Source: an optimization exercise on an open RTL-to-GDS flow (aim: small area). Production flows keep margins and buffers that such runs may drop. Where RTL was checked, it was by simulation tests only, not by an equivalence proof against the original. No functional check of the RTL was part of run 2. In every run shown here, the design's own scripts or RTL, not TritonCTS, make the clock network. The flow treats the clock pin as an ideal source. Dropping or thinning the clock tree relies on that and would not hold on a real chip. No activity file was given, so power comes from the tool's default toggle rates.

File: design/flow/constraint.sdc
create_clock -name core_clock -period 6.0 [get_ports {clk}]
set_input_delay 1.2000 -clock core_clock [delete_from_list [all_inputs] [get_ports {clk}]]
set_output_delay 1.2000 -clock core_clock [all_outputs]
set_load 0.01 [all_outputs]
File: design/flow/design.v
module npc_checksum6 (
    input  wire [47:0] bytes,    
    output wire [7:0]  sum
);
    assign sum = bytes[7:0]   + bytes[15:8]  + bytes[23:16]
               + bytes[31:24] + bytes[39:32] + bytes[47:40];
endmodule
module npc_framer (
    input  wire        clk,
    input  wire        rst,
    input  wire        clear,
    input  wire        rx_valid,
    input  wire [7:0]  rx_byte,
    output wire        frame_valid,
    output wire [79:0] frame_data
);
    localparam [7:0] HEADER   = 8'hAA;
    localparam [7:0] CMD_MEAS = 8'hC0;
    localparam [7:0] TAIL     = 8'hAB;
    localparam [3:0] S_HUNT = 4'b0000;    
    localparam [3:0] S_CMD  = 4'b0001;    
    localparam [3:0] S_CKS  = 4'b0010;    
    localparam [3:0] S_OK   = 4'b0011;    
    localparam [3:0] S_BAD  = 4'b0100;    
    localparam [3:0] S_P0   = 4'b1000;    
    reg  [3:0]  s;
    reg  [47:0] pay;            
    reg  [7:0]  sum;            
    wire do_clear = rst | clear;
    wire collect  = rx_valid & s[3];
    assign frame_valid = ~do_clear & rx_valid & (s == S_OK) & (rx_byte == TAIL);
    assign frame_data  = {TAIL, sum, pay, CMD_MEAS, HEADER};
    always @(posedge clk)
        if (collect) pay <= {rx_byte, pay[47:8]};
    function [7:0] add8;
        input [7:0] a, b;
        reg c;
        integer i;
        begin
            c = 1'b0;
            for (i = 0; i < 8; i = i + 1) begin
                add8[i] = a[i] ^ (b[i] ^ c);
                c = (c & (a[i] | b[i])) | (a[i] & b[i]);
            end
        end
    endfunction
    always @(posedge clk)
        sum <= add8((s[3] | s[1]) ? sum : 8'd0, collect ? rx_byte : 8'd0);
    always @(posedge clk) begin
        if (do_clear) begin
            s <= S_HUNT;
        end else if (rx_valid) begin
            if (s[3]) begin
                if (s[2:0] == 3'b100) s <= S_CKS;
                else                  s <= {1'b1, s[1:0], ~s[2]};
            end else begin
                case (s)
                    S_HUNT:  s <= (rx_byte == HEADER)   ? S_CMD : S_HUNT;
                    S_CMD:   s <= (rx_byte == CMD_MEAS) ? S_P0  : S_HUNT;
                    S_CKS:   s <= (rx_byte == sum)      ? S_OK  : S_BAD;
                    default: s <= S_HUNT;
                endcase
            end
        end
    end
endmodule
module npc_encoder (
    input  wire       clk,
    input  wire       rst,
    input  wire       enc_valid,
    input  wire [2:0] enc_cmd,     
    input  wire       enc_arg,
    output wire       enc_ready,
    output wire       tx_valid,
    output wire [7:0] tx_byte,
    output wire       tx_last,
    input  wire       tx_ready
);
    localparam [4:0] O0 = 5'd7;
    localparam [4:0] O1 = 5'd8;
    localparam [4:0] O2 = 5'd9;
    localparam [4:0] O3 = 5'd10;
    localparam [4:0] O4 = 5'd11;
    localparam [4:0] O5 = 5'd12;
    localparam [4:0] O6 = 5'd13;
    localparam [4:0] O7 = 5'd14;
    localparam [4:0] O8 = 5'd15;
    localparam [4:0] O9 = 5'd16;
    localparam [4:0] O10 = 5'd17;
    localparam [4:0] O11 = 5'd18;
    localparam [4:0] O12 = 5'd19;
    localparam [4:0] O13 = 5'd20;
    localparam [4:0] O14 = 5'd21;
    localparam [4:0] O15 = 5'd22;
    localparam [4:0] O16 = 5'd23;
    localparam [4:0] O17 = 5'd24;
    localparam [4:0] O18 = 5'd25;
    reg       busy;
    reg [4:0] st;
    reg [2:0] tpl;
    wire [7:0] sub  = {5'd0, tpl[2] | tpl[1], ~tpl[2] | tpl[1], tpl[2] & tpl[0]};
    wire [7:0] par  = {7'd0, ~tpl[2]};
    wire [7:0] par2 = {7'd0, ~tpl[2] & tpl[0]};
    wire [7:0] cks  = {5'd0, tpl[1], tpl[2] ? ~tpl[1] : tpl[0], ~(tpl[2] ^ tpl[0])};
    reg [7:0] b;
    always @(*) begin
        case (st)
            O0: b = 8'hAA;
            O1: b = 8'hB4;
            O2: b = sub;
            O3: b = par;
            O4: b = par2;
            O15: b = 8'hFF;
            O16: b = 8'hFF;
            O17: b = cks;
            O18: b = 8'hAB;
            default: b = 8'h00;
        endcase
    end
    wire last = (st == O18);
    assign enc_ready = ~busy;
    assign tx_valid  = busy;
    assign tx_byte   = b;
    assign tx_last   = last;
    always @(posedge clk) begin
        if (rst)
            busy <= 1'b0;
        else if (!busy)
            busy <= enc_valid & ~(enc_cmd[2] & (enc_cmd[1] | enc_cmd[0]));
        else if (tx_ready & last)
            busy <= 1'b0;
    end
    always @(posedge clk) begin
        if (!busy)
            st <= O0;
        else if (tx_ready)
            st <= st + 5'd1;
    end
    always @(posedge clk) begin
        if (!busy)
            tpl <= {enc_cmd[2] | enc_cmd[1], enc_cmd[0], enc_cmd[1] | (~enc_cmd[2] & ~enc_arg)};
    end
endmodule
module npc_core (
    input  wire        clk,
    input  wire        rst,
    input  wire        clear,
    input  wire        rx_valid,
    input  wire [7:0]  rx_byte,
    output wire        frame_valid,
    output wire [79:0] frame_data,
    input  wire        enc_valid,
    input  wire [2:0]  enc_cmd,
    input  wire        enc_arg,
    output wire        enc_ready,
    output wire        tx_valid,
    output wire [7:0]  tx_byte,
    output wire        tx_last,
    input  wire        tx_ready
);
    npc_framer u_framer (
        .clk         (clk),
        .rst         (rst),
        .clear       (clear),
        .rx_valid    (rx_valid),
        .rx_byte     (rx_byte),
        .frame_valid (frame_valid),
        .frame_data  (frame_data)
    );
    npc_encoder u_encoder (
        .clk       (clk),
        .rst       (rst),
        .enc_valid (enc_valid),
        .enc_cmd   (enc_cmd),
        .enc_arg   (enc_arg),
        .enc_ready (enc_ready),
        .tx_valid  (tx_valid),
        .tx_byte   (tx_byte),
        .tx_last   (tx_last),
        .tx_ready  (tx_ready)
    );
endmodule
File: design/flow/flow/run.sh
#!/bin/bash
# Standard ORFS layout (the standard.sh, standard synthesis unchanged),
# with these changes:
#  - port buffers use the smallest buffer (buf_1) instead of the resizer's default;
#  - the synthesized tie cells are kept as they are (one per constant value)
#    instead of one tie cell per constant pin;
#  - clock tree: the registers are split into four groups of equal size by
#    location, each driven by one clock buffer from the clock port
#    (flow/clock_groups.tcl).
# ORFS logs stay in orfs/logs; standard.sh's own output goes to standard.log.
set -euo pipefail
HERE=$(pwd)
bash standard.sh \
  "BUFFER_PORTS_ARGS=-buffer_cell sky130_fd_sc_hd__buf_1" \
  "SKIP_REPAIR_TIE_FANOUT=1" \
  "PRE_CTS_TCL=$HERE/flow/clock_groups.tcl" \
  "CLK_GROUP_BUF=sky130_fd_sc_hd__clkbuf_8" \
  "CLK_GROUPS=4" \
  finish > standard.log 2>&1
File: design/flow/flow/clock_groups.tcl
# Clock tree: the registers are split into NCLK groups by location (k-means);
# each group gets one clock buffer at its centre, driven straight from the
# clock port.
proc kmeans_clock {bufcell k} {
  set block [ord::get_db_block]
  set clk_net [$block findNet clk]
  set pts {}
  foreach it [$clk_net getITerms] {
    set inst [$it getInst]
    set b [$inst getBBox]
    lappend pts [list [expr {([$b xMin] + [$b xMax]) / 2.0}] [expr {([$b yMin] + [$b yMax]) / 2.0}] [$inst getName]/[[$it getMTerm] getName]]
  }
  set pts [lsort -real -index 0 $pts]
  set n [llength $pts]
  # initial centres: spread along x
  set cs {}
  for {set i 0} {$i < $k} {incr i} {
    set p [lindex $pts [expr {int(($i + 0.5) * $n / $k)}]]
    lappend cs [list [lindex $p 0] [lindex $p 1]]
  }
  for {set iter 0} {$iter < 50} {incr iter} {
    set sx {}; set sy {}; set sn {}
    for {set i 0} {$i < $k} {incr i} { lappend sx 0.0; lappend sy 0.0; lappend sn 0 }
    set asg {}
    foreach p $pts {
      set best -1; set bd 1e30
      for {set i 0} {$i < $k} {incr i} {
        set c [lindex $cs $i]
        set d [expr {abs([lindex $p 0] - [lindex $c 0]) + abs([lindex $p 1] - [lindex $c 1])}]
        if {$d < $bd} { set bd $d; set best $i }
      }
      lappend asg $best
      lset sx $best [expr {[lindex $sx $best] + [lindex $p 0]}]
      lset sy $best [expr {[lindex $sy $best] + [lindex $p 1]}]
      lset sn $best [expr {[lindex $sn $best] + 1}]
    }
    set cs {}
    for {set i 0} {$i < $k} {incr i} {
      set m [lindex $sn $i]; if {$m == 0} { set m 1 }
      lappend cs [list [expr {[lindex $sx $i] / $m}] [expr {[lindex $sy $i] / $m}]]
    }
  }
  # balance: capacity-constrained reassignment, nearest pairs first
  set cap [expr {($n + $k - 1) / $k}]
  for {set round 0} {$round < 10} {incr round} {
    set pairs {}
    set idx 0
    foreach p $pts {
      for {set i 0} {$i < $k} {incr i} {
        set c [lindex $cs $i]
        lappend pairs [list [expr {abs([lindex $p 0] - [lindex $c 0]) + abs([lindex $p 1] - [lindex $c 1])}] $idx $i]
      }
      incr idx
    }
    set pairs [lsort -real -index 0 $pairs]
    set asg [lrepeat $n -1]
    set cnt [lrepeat $k 0]
    foreach pr $pairs {
      lassign $pr d pi ci
      if {[lindex $asg $pi] >= 0 || [lindex $cnt $ci] >= $cap} continue
      lset asg $pi $ci
      lset cnt $ci [expr {[lindex $cnt $ci] + 1}]
    }
    set sx [lrepeat $k 0.0]; set sy [lrepeat $k 0.0]
    foreach p $pts a $asg {
      lset sx $a [expr {[lindex $sx $a] + [lindex $p 0]}]
      lset sy $a [expr {[lindex $sy $a] + [lindex $p 1]}]
    }
    set cs {}
    for {set i 0} {$i < $k} {incr i} {
      set m [lindex $cnt $i]; if {$m == 0} { set m 1 }
      lappend cs [list [expr {[lindex $sx $i] / $m}] [expr {[lindex $sy $i] / $m}]]
    }
  }
  set dbu [$block getDbUnitsPerMicron]
  for {set i 0} {$i < $k} {incr i} {
    set pins {}
    foreach p $pts a $asg { if {$a == $i} { lappend pins [get_pins [lindex $p 2]] } }
    if {[llength $pins] == 0} continue
    set c [lindex $cs $i]
    set loc [list [expr {[lindex $c 0] / $dbu}] [expr {[lindex $c 1] / $dbu}]]
    set r [insert_buffer -buffer_cell $bufcell -net clk -load_pins $pins -location $loc \
      -buffer_name clkbuf_$i -net_name clknet_$i]
    puts "clock group $i: [llength $pins] sinks, buffer [get_full_name $r] at $loc"
  }
}

# Run as PRE_CTS_TCL: build the clock tree, then turn the TritonCTS call that
# follows in ORFS's cts.tcl into a no-op.
kmeans_clock $::env(CLK_GROUP_BUF) $::env(CLK_GROUPS)
set_propagated_clock [all_clocks]
rename clock_tree_synthesis orig_clock_tree_synthesis
proc clock_tree_synthesis {args} { puts "clock tree built by clock_groups.tcl" }
File: design/flow/config.mk
export PLATFORM = sky130hd
export DESIGN_NAME = npc_core
export DESIGN_NICKNAME = npc_core
export VERILOG_FILES = /design/flow/design.v
export SDC_FILE = /design/flow/constraint.sdc
export NUM_CORES = 4
export LEC_CHECK = 0
export CAP_MARGIN = 20
export CORE_MARGIN = 2
export CORE_UTILIZATION = 70
export PLACE_DENSITY = 0.8
export SLEW_MARGIN = 20
File: design/flow/standard.sh
#!/bin/bash
# synth_recipe.tcl (not shown) runs the flow's synth.tcl, then flattens the netlist and writes it again
# the make line also repeats each setting of config.mk as NAME=value (left out here)
make -C /OpenROAD-flow-scripts/flow DESIGN_CONFIG=/design/flow/config.mk WORK_HOME=/design/flow/orfs CLKGATE_MAP_FILE= SYNTH_SCRIPT=/design/flow/synth_recipe.tcl "${@:-finish}"
==> results of run 1 <==
## power breakdown
part,internal [W],leakage (nW),switching (W)
clock network,0.0000618,0.0288,0.000104
logic,0.0000178,0.532,0.0000367
registers,0.000511,0.606,0.00000587
## how the worst max path moves through the flow
stage             start               to  slack, ps  depth (start not counted)
2_1_floorplan  rx_valid  u_framer.sum[6]       1430                         10
3_3_place_gp   rx_valid  u_framer.sum[6]       1830                         11
3_5_place_dp   rx_valid  u_framer.sum[6]       1760                         11
4_1_cts        rx_valid  u_framer.sum[6]       1930                         11
5_1_grt        rx_valid  u_framer.sum[6]       1670                         11
6_report       rx_valid  u_framer.sum[6]       1930                         11
## per-layer routing
layer,wire length [um],global-route usage [%]
met1,2240,33.1
met2,2970,42.3
met3,524,2.62
met4,156,4.58
met5,0,0
## sequential cells by signal (all words and copies together), names as in the netlist
register / count
u_framer.pay: 48
u_framer.sum: 8
u_encoder.st: 5
u_framer.s: 4
u_encoder.tpl: 3
u_encoder.busy: 1
## synthesized netlist by cell type (2+ instances only)
cell and count:
edfxtp_1 51, o21bai_1 2, nor3_1 2, xor2_1 11, nand2b_1 3, o21ai_0 9
nor2_1 7, nand2_1 16, fa_1 6, buf_4 25, inv_1 14, o211ai_1 3
clkbuf_1 3, and3_2 2, nor4_1 3, a21oi_1 6, nand4_1 3, nand3_1 3
nor2b_1 5, dfxtp_1 18, and3_1 4, conb_1 2, ha_1 5
## through the flow
step,utilization [%],cells
finish,80.1,341
global route,80.1,341
CTS,80.1,341
detailed placement,78.8,337
global placement,78.8,337
floorplan,-,230
## layout make-up, without the clock buffers
type / instances / area share, %
Multi-Input combinational cell: 118 / 26.5
Inverter: 14 / 1.62
Sequential cell: 69 / 58.2
Tap cell: 50 / 1.92
Timing Repair Buffer: 86 / 10.0
## critical path, delay by kind of cell
kind,cells,cell delay [ps]
adders and majority gates,5,1560
buffers and inverters,4,1010
and+or+nand+nor,2,320
## logic make-up (layout without fill, tap and decap cells)
group                    Yosys count  after routing  synth area share (%)
other                              2              2                 0.249
adder cells (fa/ha/maj)           11             11                  6.07
AND/OR/NAND/NOR                   59             59                  10.9
flip-flops                        69             69                  62.8
XOR/XNOR                          12             12                  3.49
AO/OA/AOI/OAI                     33             33                  7.56
buffers and inverters             43            104                  8.52
multiplexers                       1              1                 0.333
==> run notes, run 1 <==
drt pass-1 iters=4; fmax=246 MHz; cell taking the most area after synthesis=edfxtp_1; vias in the first global route=1801; Hold Path Cell Cnt=0; CP Capture Type=register; wire length per cell=17.3 um; Antenna Cells=0; Chip Width=69.6 um; WHS=455 ps; row count=23; GR Overflow Total=0; DR vias/cell=5.68; via count=1936; critical path's most frequent cell=fa_1; mapped cell area=3010 sq um; Pwr per Cell Area=227 nW/um^2; global-route wire length before repair=9320 um; most common cell after layout, fill and taps aside=buf_1; total of max-cap violations=0; Worst Path Arrival=4110 ps; Initial Util=74.2%; cts hold-fix bufs=0; Leak=1.17 nW; largest net degree at the start of global routing=52; commonest register cell after synthesis=edfxtp_1; initial antenna violation count=0; status=no timing/DRC/antenna violations; # IOs=110; layout cell share with drive strength beyond 1=5.15%; r2r worst-path depth=10; ys async rst share=0%; VDD IR max=0.000141 V; crit path max fanout=51; # DRC=0; HP Start=u_framer.pay[30]; Synth top area share=50.9%; post_cts resized=0; Design Area, Final=3250 sq um; hold endpoint=u_framer.pay[22]; Area growth, synth to finish=7.98%; Final Max Tran Viols=0; final setup violation count=0; relative slew slack=60.4%; number of synthesized flops with an enable pin=51; r2r startpoint=u_framer.s[3]; YS warnings=2; routability cong.=0.819; Final Power=0.000737 W; Die Ht=69.6 um; final worst slack=1930 ps; Routed Antenna Nets=0; Seq/Total Area, Yosys=62.8%; WL final=5880 um; I/O Buffers=85; period utilisation layout=67.8%; post-place instance area=3200 sq um; Filler Cell Count=243; critical path cell sequence=buf_1 > nand2_1 > inv_2 > buf_4 > nand2_1 > fa_1 > fa_1 > inv_1 > fa_1 > fa_1 > fa_1; hpwl dp=4520 um; area of the multi-input gates=862 sq um; skew final=6.07 ps; pre-CTS setup slack=1760 ps; drt initial violations=198; RSZ-0062 raised after global routing=no; synthesized flop and latch total=69; WS Path Type=in2reg; commonest cells after routing, fill and taps aside=buf_1, edfxtp_1, dfxtp_1, nand2_1, inv_1; Hold Path Class=reg2reg; FF-to-FF End=u_framer.sum[6]; CORE AREA=4060 sq um; Mapped Avg Cell Area=13.1 sq um; slowest stage delay, CP=490 ps; die area=4840 sq um; syn_nets=259; CTS clk-pin slew, worst paths=90 ps; transition time of the tightest slew-check pin=593 ps; GR Util All Layers=24.1%; Crit path required time=6040 ps; r2r setup slk=2740 ps; insertion delay to the later sink of the worst-skew pair=160 ps; FF+latch area=1890 sq um; Fin Setup TNS=0 ps; ranking of synthesized cells by area=edfxtp_1, dfxtp_1, buf_4; endpoints failing hold=0; cells after synthesis=230; Synth cell types=50; setup repair bufs after CTS=0; slowest CP cell=buf_4; post-route minimum period=4070 ps; nets=322; startpoint types=input pin
==> inputs of run 2 (changes only) <==
--- a/design/flow/design.v
+++ b/design/flow/design.v
@@ -76,25 +76,25 @@
     output wire       tx_last,
     input  wire       tx_ready
 );
-    localparam [4:0] O0 = 5'd7;
-    localparam [4:0] O1 = 5'd8;
-    localparam [4:0] O2 = 5'd9;
-    localparam [4:0] O3 = 5'd10;
-    localparam [4:0] O4 = 5'd11;
-    localparam [4:0] O5 = 5'd12;
-    localparam [4:0] O6 = 5'd13;
-    localparam [4:0] O7 = 5'd14;
-    localparam [4:0] O8 = 5'd15;
-    localparam [4:0] O9 = 5'd16;
+    localparam [4:0] O0 = 5'd13;
+    localparam [4:0] O1 = 5'd27;
+    localparam [4:0] O2 = 5'd23;
+    localparam [4:0] O3 = 5'd15;
+    localparam [4:0] O4 = 5'd31;
+    localparam [4:0] O5 = 5'd30;
+    localparam [4:0] O6 = 5'd29;
+    localparam [4:0] O7 = 5'd26;
+    localparam [4:0] O8 = 5'd20;
+    localparam [4:0] O9 = 5'd8;
     localparam [4:0] O10 = 5'd17;
-    localparam [4:0] O11 = 5'd18;
-    localparam [4:0] O12 = 5'd19;
-    localparam [4:0] O13 = 5'd20;
-    localparam [4:0] O14 = 5'd21;
-    localparam [4:0] O15 = 5'd22;
-    localparam [4:0] O16 = 5'd23;
-    localparam [4:0] O17 = 5'd24;
-    localparam [4:0] O18 = 5'd25;
+    localparam [4:0] O11 = 5'd2;
+    localparam [4:0] O12 = 5'd4;
+    localparam [4:0] O13 = 5'd9;
+    localparam [4:0] O14 = 5'd18;
+    localparam [4:0] O15 = 5'd5;
+    localparam [4:0] O16 = 5'd10;
+    localparam [4:0] O17 = 5'd21;
+    localparam [4:0] O18 = 5'd11;
     reg       busy;
     reg [4:0] st;
     reg [2:0] tpl;
@@ -134,7 +134,7 @@
         if (!busy)
             st <= O0;
         else if (tx_ready)
-            st <= st + 5'd1;
+            st <= {st[3:0], st[0] ^ st[2] ^ st[3] ^ st[4]};
     end
     always @(posedge clk) begin
         if (!busy)
==> run 2 against run 1 <==
Net effect: still clean on timing, DRC and antenna; area after synthesis decreased by 0.66%; clock skew about the same; sequential share of layout area increased by 0.86 points; die area decreased by 0.63%; global-route usage decreased by 2.6 points; clock power increased by 2%; setup slack improved by 54 ps; critical path type unchanged.
==> run notes, run 2 <==
post_cts resized=0 (unchanged); Post-Synth XOR/XNOR Area=3.81% (was 3.49%); Post-Synth Simple-Gate Area=11.6% (was 10.9%); main combinational cell family by area after synthesis=simple AND/OR/NAND/NOR gates (unchanged); Initial Util=73.7% (was 74.2%); synthesized flop and latch total=69 (unchanged); fmax=249 MHz (was 246 MHz); Hold Path Class=reg2reg (unchanged); layout cell share with drive strength beyond 1=4.93% (was 5.15%); syn_nets=252 (was 259); Die Ht=69.4 um (was 69.6 um); number of synthesized flops with an enable pin=51 (unchanged); Filler Cell Count=247 (was 243); Synth Area in Compound Gates=6.03% (was 7.56%); # IOs=110 (unchanged); Mapped Avg Cell Area=13.2 sq um (was 13.1 sq um); DR vias/cell=5.65 (was 5.68); commonest cells after routing, fill and taps aside=buf_1, edfxtp_1, dfxtp_1, nand2_1, xnor2_1 (was buf_1, edfxtp_1, dfxtp_1, nand2_1, inv_1); drt initial violations=109 (was 198); most frequent cells after synthesis=edfxtp_1, buf_4, dfxtp_1 (unchanged); GR Util All Layers=21.5% (was 24.1%); VDD IR max=0.000165 V (was 0.000141 V); Seq/Total Area, Yosys=63.3% (was 62.8%); Chip Width=69.4 um (was 69.6 um); slowest stage delay, CP=490 ps (about the same); post-synthesis mux area share=1.72% (was 0.333%); Leak=1.07 nW (was 1.17 nW); die area=4810 sq um (was 4840 sq um); M1 GR Usage=30.0% (was 33.1%); row count=23 (unchanged); Top reg by flops=u_framer.pay (unchanged); cells after synthesis=227 (was 230); endpoints failing hold=0 (unchanged); Area growth, synth to finish=7.11% (was 7.98%); startpoint types=input pin (unchanged); relative slew slack=53.8% (was 60.4%); Largest register FFs=48 (unchanged); insertion delay to the later sink of the worst-skew pair=160 ps (about the same); initial antenna violation count=0 (unchanged); area of the multi-input gates=833 sq um (was 862 sq um); most common cell after layout, fill and taps aside=buf_1 (unchanged); cell taking the most area after synthesis=edfxtp_1 (unchanged); period utilisation layout=66.9% (was 67.8%); transition time of the tightest slew-check pin=683 ps (was 593 ps); routability cong.=0.960 (was 0.819); Largest regs=u_framer.pay: 48 flops, u_framer.sum: 8 flops, u_encoder.st: 5 flops (unchanged); WS Path Type=in2reg (unchanged); slowest CP cell=buf_4 (unchanged); cts hold-fix bufs=0 (unchanged); global-route wire length before repair=8550 um (was 9320 um); I/O Buffers=85 (unchanged); CTS clk-pin slew, worst paths=100 ps (was 90 ps); crit path max fanout=51 (unchanged); WL final=5250 um (was 5880 um); total of max-cap violations=0 (unchanged); YS warnings=2 (unchanged); setup repair bufs after CTS=0 (unchanged); count leader, synth=edfxtp_1 (unchanged); GRT met3 Usage=3.05% (was 2.62%); drt pass-1 iters=4 (unchanged); RSZ-0062 raised after global routing=no (unchanged); ys async rst share=0% (unchanged); hpwl dp=4000 um (was 4520 um); FF+latch area=1890 sq um (unchanged); GR Util met2=36.6% (was 42.3%); Final Max Tran Viols=0 (unchanged); CORE AREA=4060 sq um (unchanged); Pwr per Cell Area=229 nW/um^2 (was 227 nW/um^2); vias in the first global route=1777 (was 1801); CP Capture Type=register (unchanged); nets=311 (was 322); Synth Area in Adders=4.44% (was 6.07%); Antenna Cells=0 (unchanged); commonest register cell after synthesis=edfxtp_1 (unchanged); status=no timing/DRC/antenna violations (unchanged); # DRC=0 (unchanged); mapped cell area=2990 sq um (was 3010 sq um); critical path's most frequent cell=fa_1 (unchanged); GR Overflow Total=0 (unchanged); via count=1888 (was 1936); Worst Path Arrival=4060 ps (was 4110 ps); Crit path max-delay family=adder cells (unchanged); crit path buf inv count=4 (unchanged); Crit path required time=6050 ps (was 6040 ps); critical path cell sequence=buf_1 > nand2_1 > inv_2 > buf_4 > nand2_1 > fa_1 > fa_1 > inv_1 > fa_1 > fa_1 > fa_1 (unchanged); Synth cell types=45 (was 50); Fin Setup TNS=0 ps (unchanged); Synth top area share=51.2% (was 50.9%); final setup violation count=0 (unchanged); Routed Antenna Nets=0 (unchanged); wire length per cell=15.7 um (was 17.3 um); post-route minimum period=4020 ps (was 4070 ps); ranking of synthesized cells by area=edfxtp_1, dfxtp_1, buf_4 (unchanged); Final Power=0.000734 W (was 0.000737 W); largest net degree at the start of global routing=52 (unchanged); skew final=6.17 ps (was 6.07 ps); grt peak-use layer=met2 (unchanged)
==> run 2: cell types whose count changed after synthesis, sizes merged, moves of 3 or more <==
cell | before | now
inv | 14 | 9
mux2i | 1 | 4
ha | 5 | 1
nand3 | 3 | 0
buf | 26 | 29
xor2 | 11 | 1
o211ai | 3 | 0
nor2 | 7 | 11
xnor2 | 1 | 12
==> run 2: logic make-up (layout without fill, tap and decap cells) <==
kind of cell | Yosys count | in the layout
AO/OA/AOI/OAI | 28 | 28
AND/OR/NAND/NOR | 61 | 61
adder cells (fa/ha/maj) | 7 | 7
buffers and inverters | 42 | 99
XOR/XNOR | 13 | 13
other | 2 | 2
multiplexers | 5 | 5
flip-flops | 69 | 69
==> run 2: worst paths after layout <==
check | start | end | slack [ps] | cells past startpoint
worst max-delay path | rx_valid | u_framer.sum[6] | 1980 | 11
worst min-delay path | u_framer.pay[14] | u_framer.pay[6] | 450 | 0
worst max register to register | u_framer.s[3] | u_framer.sum[6] | 2760 | 10
worst min register to register | u_framer.pay[14] | u_framer.pay[6] | 450 | 0
==> run 2: stage by stage <==
stage | worst slack [ps] | std cells | area, sq um | hold slack [ps] | util, %
after floorplan | 1140 | 227 | 2990 | 457 | -
after global placement | 1880 | 330 | 3150 | 427 | 77.6
after detailed placement | 1770 | 330 | 3150 | 432 | 77.6
after CTS | 1970 | 334 | 3200 | 454 | 78.9
after global routing | 1730 | 334 | 3200 | 469 | 78.9
final | 1980 | 334 | 3200 | 451 | 78.9
==> run 2: power breakdown <==
group          switching (W)  internal [W]  leakage [nW]
logic              0.0000303     0.0000166         0.431
clock network       0.000108     0.0000619        0.0288
registers         0.00000724      0.000510         0.606
==> run 2: final cells by class, without the clock buffers <==
cell class,count,area share (%)
sequential,69,59.1
multi-input combinational,116,26.0
timing repair buffer,86,10.2
tap,50,1.95
inverter,9,1.05
==> run 2: layer usage <==
| layer | vias up | share of wire (%) |
|---|---|---|
| li1 | 887 | - |
| met1 | 893 | 40 |
| met2 | 96 | 50 |
| met3 | 12 | 8.1 |
| met4 | 0 | 2.2 |
| met5 | - | 0 |
==> run 2: worst register-to-register path: stages, from the launching register on <==
cell     delay, ps
dfxtp_1        570
nand2_1        170
inv_2           80
buf_4          490
nand2_1        180
fa_1           430
fa_1           370
inv_1           70
fa_1           190
fa_1           180
fa_1           400
==> inputs of run 3 (changes only) <==
--- a/design/flow/design.v
+++ b/design/flow/design.v
@@ -17,11 +17,11 @@
     localparam [7:0] HEADER   = 8'hAA;
     localparam [7:0] CMD_MEAS = 8'hC0;
     localparam [7:0] TAIL     = 8'hAB;
-    localparam [3:0] S_HUNT = 4'b0000;    
-    localparam [3:0] S_CMD  = 4'b0001;    
-    localparam [3:0] S_CKS  = 4'b0010;    
-    localparam [3:0] S_OK   = 4'b0011;    
-    localparam [3:0] S_BAD  = 4'b0100;    
+    localparam [3:0] S_HUNT = 4'b0001;    
+    localparam [3:0] S_CMD  = 4'b0101;    
+    localparam [3:0] S_CKS  = 4'b0100;    
+    localparam [3:0] S_OK   = 4'b0110;    
+    localparam [3:0] S_BAD  = 4'b0111;    
     localparam [3:0] S_P0   = 4'b1000;    
     reg  [3:0]  s;
     reg  [47:0] pay;            
@@ -45,7 +45,7 @@
         end
     endfunction
     always @(posedge clk)
-        sum <= add8((s[3] | s[1]) ? sum : 8'd0, collect ? rx_byte : 8'd0);
+        sum <= add8((s[3] | ~s[0]) ? sum : 8'd0, collect ? rx_byte : 8'd0);
     always @(posedge clk) begin
         if (do_clear) begin
             s <= S_HUNT;
--- a/design/flow/flow/run.sh
+++ b/design/flow/flow/run.sh
@@ -16,4 +16,5 @@
   "PRE_CTS_TCL=$HERE/flow/clock_groups.tcl" \
   "CLK_GROUP_BUF=sky130_fd_sc_hd__clkbuf_8" \
   "CLK_GROUPS=4" \
+  "RECOVER_POWER=100" \
   finish > standard.log 2>&1
==> run 3 against run 2 <==
Net effect: via count is 5.8% lower; still clean on timing, DRC and antenna; global-route usage barely moved; largest cell class unchanged; critical path depth fell by 1; first-iteration DRC count increased by 16%; clock skew grew 14 ps; critical endpoint unchanged.
==> run notes, run 3 <==
mapped cell area=2960 sq um (was 2990 sq um); status=no timing/DRC/antenna violations (unchanged); commonest cells after routing, fill and taps aside=buf_1, edfxtp_1, dfxtp_1, nand2_1 (was buf_1, edfxtp_1, dfxtp_1, nand2_1, xnor2_1); Mapped Avg Cell Area=13.5 sq um (was 13.2 sq um); crit path max fanout=52 (was 51); initial antenna violation count=0 (unchanged); post_cts resized=0 (unchanged); layout cell share with drive strength beyond 1=4.33% (was 4.93%); cells after synthesis=219 (was 227); Largest regs=u_framer.pay: 48 flops, u_framer.sum: 8 flops, u_encoder.st: 5 flops (unchanged); Seq/Total Area, Yosys=64.0% (was 63.3%); Initial Util=73.4% (was 73.7%); endpoints failing hold=0 (unchanged); Leak=1.09 nW (was 1.07 nW); Area growth, synth to finish=6.85% (was 7.11%); WS Path Type=in2reg (unchanged); Die Ht=69.0 um (was 69.4 um); nets=304 (was 311); period utilisation layout=68.6% (was 66.9%); Worst Path Arrival=4170 ps (was 4060 ps); r2r startpoint=u_framer.s[3] (unchanged); DR vias/cell=5.44 (was 5.65); RSZ-0062 raised after global routing=no (unchanged); transition time of the tightest slew-check pin=621 ps (was 683 ps); post-route minimum period=4120 ps (was 4020 ps); cell taking the most area after synthesis=edfxtp_1 (unchanged); syn_nets=244 (was 252); ranking of synthesized cells by area=edfxtp_1, dfxtp_1, buf_4 (unchanged); cts hold-fix bufs=0 (unchanged); insertion delay to the later sink of the worst-skew pair=160 ps (about the same); startpoint types=input pin (unchanged); GR Util All Layers=21.4% (was 21.5%); Pwr per Cell Area=231 nW/um^2 (was 229 nW/um^2); WL final=5150 um (was 5250 um); most frequent cells after synthesis=edfxtp_1, buf_4, dfxtp_1 (unchanged); worst setup path startpoint=rx_valid (unchanged); wire length per cell=15.8 um (was 15.7 um); pre-CTS setup slack=1700 ps (was 1770 ps); Crit path required time=6050 ps (about the same); CORE AREA=4030 sq um (was 4060 sq um); count leader, synth=edfxtp_1 (unchanged); Antenna Cells=0 (unchanged); slowest CP cell=buf_4 (unchanged); global-route wire length before repair=8400 um (was 8550 um); slowest stage delay, CP=520 ps (was 490 ps); ys async rst share=0% (unchanged); CTS clk-pin slew, worst paths=110 ps (was 100 ps); via count=1778 (was 1888); Fin Setup TNS=0 ps (unchanged); HP Start=u_framer.pay[22] (was u_framer.pay[14]); Final Max Tran Viols=0 (unchanged); final setup violation count=0 (unchanged); drt initial violations=126 (was 109); fmax=243 MHz (was 249 MHz); Hold Path Class=reg2reg (unchanged); skew final=20.7 ps (was 6.17 ps); number of synthesized flops with an enable pin=51 (unchanged); die area=4760 sq um (was 4810 sq um); drt pass-1 iters=6 (was 4); critical path's most frequent cell=fa_1 (unchanged); I/O Buffers=85 (unchanged); Chip Width=69.0 um (was 69.4 um); commonest register cell after synthesis=edfxtp_1 (unchanged); Top reg by flops=u_framer.pay (unchanged); hpwl dp=3900 um (was 4000 um); CP Capture Type=register (unchanged); # DRC=0 (unchanged); largest net degree at the start of global routing=53 (was 52); setup repair bufs after CTS=0 (unchanged); Synth top area share=51.8% (was 51.2%); routability cong.=0.945 (was 0.960); critical path cell sequence=clkbuf_1 > and2_2 > buf_4 > nand2_1 > fa_1 > fa_1 > inv_1 > fa_1 > fa_1 > fa_1 (was buf_1 > nand2_1 > inv_2 > buf_4 > nand2_1 > fa_1 > fa_1 > inv_1 > fa_1 > fa_1 > fa_1); relative slew slack=58.6% (was 53.8%); synthesized flop and latch total=69 (unchanged); Synth cell types=46 (was 45); row count=23 (unchanged); vias in the first global route=1666 (was 1777); # IOs=110 (unchanged); Routed Antenna Nets=0 (unchanged); GR Overflow Total=0 (unchanged); total of max-cap violations=0 (unchanged); most common cell after layout, fill and taps aside=buf_1 (unchanged); YS warnings=2 (unchanged); Largest register FFs=48 (unchanged); final worst slack=1880 ps (was 1980 ps); VDD IR max=0.000161 V (was 0.000165 V)
## run 3: changes by cell type after synthesis, moves of 2 or more
cell      before  now
xnor2_1       12    4
and2b_2        0    2
nor2b_1        7    3
nand4b_1       2    0
or3_1          0    2
clkbuf_1       4    2
and2_1         0    5
xor2_1         1    8
or4_1          2    0
nor2_1        11    9
nand2b_1       3    1
## run 3: worst max-delay path: cells and delay by family
kind	cells	cell delay, ps
and+or+nand+nor	2	410
adders and majority gates	5	1580
buffers and inverters	3	980
## run 3: area by class of cell, without the clock buffers
| class | count | area [sq um] |
|---|---|---|
| timing repair buffer | 86 | 327 |
| tap | 50 | 62.6 |
| fill | 246 | 868 |
| multi-input combinational | 109 | 791 |
| sequential | 69 | 1890 |
| inverter | 9 | 33.8 |
## run 3: where the power goes
part           internal (W)  switching (W)
sequential         0.000510     0.00000655
combinational     0.0000153      0.0000302
clock             0.0000618       0.000106
## run 3: logic make-up after synthesis
kind of cell    count (synthesis)  share of synthesized area (%)
flops                          69                           64.0
simple gates                   58                           11.2
buf+inv                        41                           9.18
compound gates                 26                           6.05
xor+xnor                       12                           3.55
fa+ha+maj                       7                           4.48
mux                             4                           1.35
other cells                     2                          0.254
## run 3: final timing paths
check,endpoint,slack [ps],cells past startpoint
worst max-delay path,u_framer.sum[6],1880,10
worst min-delay path,u_framer.pay[14],450,0
worst max register to register,u_framer.sum[6],2640,11
worst min register to register,u_framer.pay[14],450,0
## run 3: per-stage QoR
| stage | power (W) | area (sq um) | hold slack [ps] | cells | util (%) |
|---|---|---|---|---|---|
| 3_5_place_dp | 0.000573 | 3110 | 430 | 323 | 77.2 |
| 6_report | 0.000731 | 3160 | 447 | 327 | 78.4 |
| 3_3_place_gp | 0.000571 | 3110 | 427 | 323 | 77.2 |
| 4_1_cts | 0.000732 | 3170 | 450 | 327 | 78.6 |
| 2_1_floorplan | 0.000570 | 2960 | 455 | 219 | - |
| 5_1_grt | 0.000756 | 3160 | 467 | 327 | 78.4 |
## run 3: metal layers
layer,routed length [um],global-route usage [%],part of all wire [%]
met1,2180,31.2,42
met2,2540,36.5,49
met3,404,2.49,7.8
met4,27,2.18,0.52
met5,0,0,0
==> inputs of run 4 (changes only) <==
--- a/design/flow/flow/run.sh
+++ b/design/flow/flow/run.sh
@@ -16,5 +16,4 @@
   "PRE_CTS_TCL=$HERE/flow/clock_groups.tcl" \
   "CLK_GROUP_BUF=sky130_fd_sc_hd__clkbuf_8" \
   "CLK_GROUPS=4" \
-  "RECOVER_POWER=100" \
   finish > standard.log 2>&1
==> run 4 against run 3 <==
Net effect: die area did not move; critical path type unchanged; clock power is essentially flat; combinational power is essentially flat; largest cell class unchanged; first-iteration DRC count down 2.4%; fmax up 0.33%; cell count stayed put; wire length did not move; highest routed layer unchanged; critical endpoint unchanged; sequential power hardly changed; utilization increased by 0.12 points; global-route usage did not move; critical path depth unchanged; still clean.
==> run notes, run 4 <==
Synth cell types=46 (unchanged); # DRC=0 (unchanged); Largest register FFs=48 (unchanged); Routed Antenna Nets=0 (unchanged); r2r worst-path depth=11 (unchanged); I/O Buffers=85 (unchanged); hpwl dp=3900 um (unchanged); Fin Setup TNS=0 ps (unchanged); Chip Width=69.0 um (unchanged); most common cell after layout, fill and taps aside=buf_1 (unchanged); VDD IR max=0.000162 V (was 0.000161 V); nets=304 (unchanged); slowest stage delay, CP=510 ps (was 520 ps); Stages on worst setup path=10 (unchanged); commonest cells after routing, fill and taps aside=buf_1, edfxtp_1, dfxtp_1, nand2_1 (unchanged); Final Max Tran Viols=0 (unchanged); most frequent cells after synthesis=edfxtp_1, buf_4, dfxtp_1 (unchanged); wire length per cell=15.8 um (unchanged); critical path cell sequence=buf_1 > and2_2 > buf_4 > nand2_1 > fa_1 > fa_1 > inv_1 > fa_1 > fa_1 > fa_1 (was clkbuf_1 > and2_2 > buf_4 > nand2_1 > fa_1 > fa_1 > inv_1 > fa_1 > fa_1 > fa_1); number of synthesized flops with an enable pin=51 (unchanged); Largest regs=u_framer.pay: 48 flops, u_framer.sum: 8 flops, u_encoder.st: 5 flops (unchanged); initial antenna violation count=0 (unchanged); DR vias/cell=5.43 (was 5.44); WL final=5150 um (unchanged); Crit path max-delay family=adder cells (unchanged); die area=4760 sq um (unchanged); Leak=1.09 nW (about the same); Die Ht=69.0 um (unchanged); largest net degree at the start of global routing=53 (unchanged); via count=1774 (was 1778); syn_nets=244 (unchanged); CORE AREA=4030 sq um (unchanged); Crit path required time=6050 ps (about the same); total of max-cap violations=0 (unchanged); fmax=244 MHz (was 243 MHz); vias in the first global route=1666 (unchanged); cts hold-fix bufs=0 (unchanged); final setup violation count=0 (unchanged); startpoint types=input pin (unchanged); drt initial violations=123 (was 126); ys async rst share=0% (unchanged); post_cts resized=0 (unchanged); cells after synthesis=219 (unchanged); Antenna Cells=0 (unchanged); Final Util=78.6% (was 78.4%); # IOs=110 (unchanged); Mapped Avg Cell Area=13.5 sq um (unchanged); status=no timing/DRC/antenna violations (unchanged); RSZ-0062 raised after global routing=no (unchanged); post-route minimum period=4100 ps (was 4120 ps); layout cell share with drive strength beyond 1=4.69% (was 4.33%); count leader, synth=edfxtp_1 (unchanged); cell taking the most area after synthesis=edfxtp_1 (unchanged); endpoints failing hold=0 (unchanged); Hold Path Class=reg2reg (unchanged); synthesized flop and latch total=69 (unchanged); CP Capture Type=register (unchanged); GR Util All Layers=21.4% (unchanged); YS warnings=2 (unchanged); Hold Path Cell Cnt=0 (unchanged); crit path max fanout=52 (unchanged); insertion delay to the later sink of the worst-skew pair=160 ps (about the same); Area growth, synth to finish=7.02% (was 6.85%); Top reg by flops=u_framer.pay (unchanged); FF+latch area=1890 sq um (unchanged); Filler Cell Count=245 (was 246); period utilisation layout=68.4% (was 68.6%); global-route wire length before repair=8400 um (unchanged); GR Overflow Total=0 (unchanged); crit path buf inv count=3 (unchanged); WS Path Type=in2reg (unchanged); Initial Util=73.4% (unchanged); critical path's most frequent cell=fa_1 (unchanged); routability cong.=0.945 (unchanged); relative slew slack=59.1% (was 58.6%); Worst Path Arrival=4150 ps (was 4170 ps); Synth top area share=51.8% (unchanged); Pwr per Cell Area=231 nW/um^2 (about the same); transition time of the tightest slew-check pin=614 ps (was 621 ps); skew final=19.2 ps (was 20.7 ps); commonest register cell after synthesis=edfxtp_1 (unchanged); ranking of synthesized cells by area=edfxtp_1, dfxtp_1, buf_4 (unchanged); Seq/Total Area, Yosys=64.0% (unchanged); slowest CP cell=buf_4 (unchanged); CTS clk-pin slew, worst paths=110 ps (about the same); area of the multi-input gates=796 sq um (was 791 sq um); row count=23 (unchanged); setup repair bufs after CTS=0 (unchanged); mapped cell area=2960 sq um (unchanged); drt pass-1 iters=6 (unchanged)
## run 4: cell counts after synthesis
No cell type changed its count.
## run 4: where the power goes
| part | switching (W) | internal [W] |
|---|---|---|
| registers | 0.00000662 | 0.000510 |
| clock network | 0.000107 | 0.0000619 |
| logic | 0.0000304 | 0.0000154 |
## run 4: worst reg2reg max path: cells and delay by family, from the launching register on
kind	cells	cell delay [ps]
DFF	1	500
buffers and inverters	2	130
adders and majority gates	7	2070
and+or+nand+nor	2	570
## run 4: worst paths after layout
path	start	endpoint	slack, ps
max	rx_valid	u_framer.sum[6]	1900
min	u_framer.pay[45]	u_framer.pay[37]	450
max reg2reg	u_framer.s[3]	u_framer.sum[6]	2640
min reg2reg	u_framer.pay[45]	u_framer.pay[37]	450
## run 4: final cells by class, without the clock buffers
cell class              instances  share of cell area, %
well taps                      50                   1.98
multi-input cells             109                   25.1
flip-flops and latches         69                   59.8
inverters                       9                   1.07
repair buffers                 86                   10.3
## run 4: kinds of logic (layout without fill, tap and decap cells)
group / after synthesis / after routing / share of synthesized area, %
flip-flops: 69 / 69 / 64.0
AND/OR/NAND/NOR: 58 / 58 / 11.2
buffers and inverters: 41 / 99 / 9.18
AO/OA/AOI/OAI: 26 / 26 / 6.05
XOR/XNOR: 12 / 12 / 3.55
adder cells (fa/ha/maj): 7 / 7 / 4.48
multiplexers: 4 / 4 / 1.35
other: 2 / 2 / 0.254
## run 4: per-stage QoR
| step | hold WS (ps) | area (sq um) | setup slack [ps] | cells | total power, W |
|---|---|---|---|---|---|
| 4_1_cts | 450 | 3170 | 1890 | 327 | 0.000732 |
| 3_3_place_gp | 427 | 3110 | 1830 | 323 | 0.000571 |
| 3_5_place_dp | 430 | 3110 | 1700 | 323 | 0.000573 |
| 2_1_floorplan | 455 | 2960 | 909 | 219 | 0.000570 |
| 5_1_grt | 467 | 3170 | 1680 | 327 | 0.000756 |
| 6_report | 449 | 3170 | 1900 | 327 | 0.000732 |
## run 4: per-layer routing
| layer | vias up | track usage (%) | wire (um) |
|---|---|---|---|
| li1 | 860 | - | - |
| met1 | 837 | 31.2 | 2190 |
| met2 | 75 | 36.5 | 2530 |
| met3 | 2 | 2.49 | 400 |
| met4 | 0 | 2.18 | 27 |
| met5 | - | 0 | 0 |

[separate check: timing with driven ports]
How much do the figures lean on ideal ports? The routed layouts below were timed once more, with nothing changed but the port constraints. Step 1 assumes that a clkbuf_16 drives the clock port and a buf_2 every other input. Step 2 times the ports against the registers' clock, not the clock port: input delays grow and output delays shrink by t, the midpoint of the rising clock arrivals with the driver on. a / b / c = ideal ports / drivers / drivers and shift; a / b = the first two.
run | t (ns) | slack for setup (ns) | latest minus earliest clock arrival (ns) | worst slew at a driven data input, ns
run 1 | 0.207 | 1.931 / 1.962 / 1.755 | 0.007 / 0.007 | 0.04
run 2 | 0.208 | 1.985 / 2.017 / 1.809 | 0.007 / 0.008 | 0.03
run 3 | 0.203 | 1.882 / 1.909 / 1.706 | 0.021 / 0.022 | 0.03
run 4 | 0.202 | 1.895 / 1.922 / 1.720 | 0.020 / 0.020 | 0.03
After both steps setup and hold are still met in every run listed.
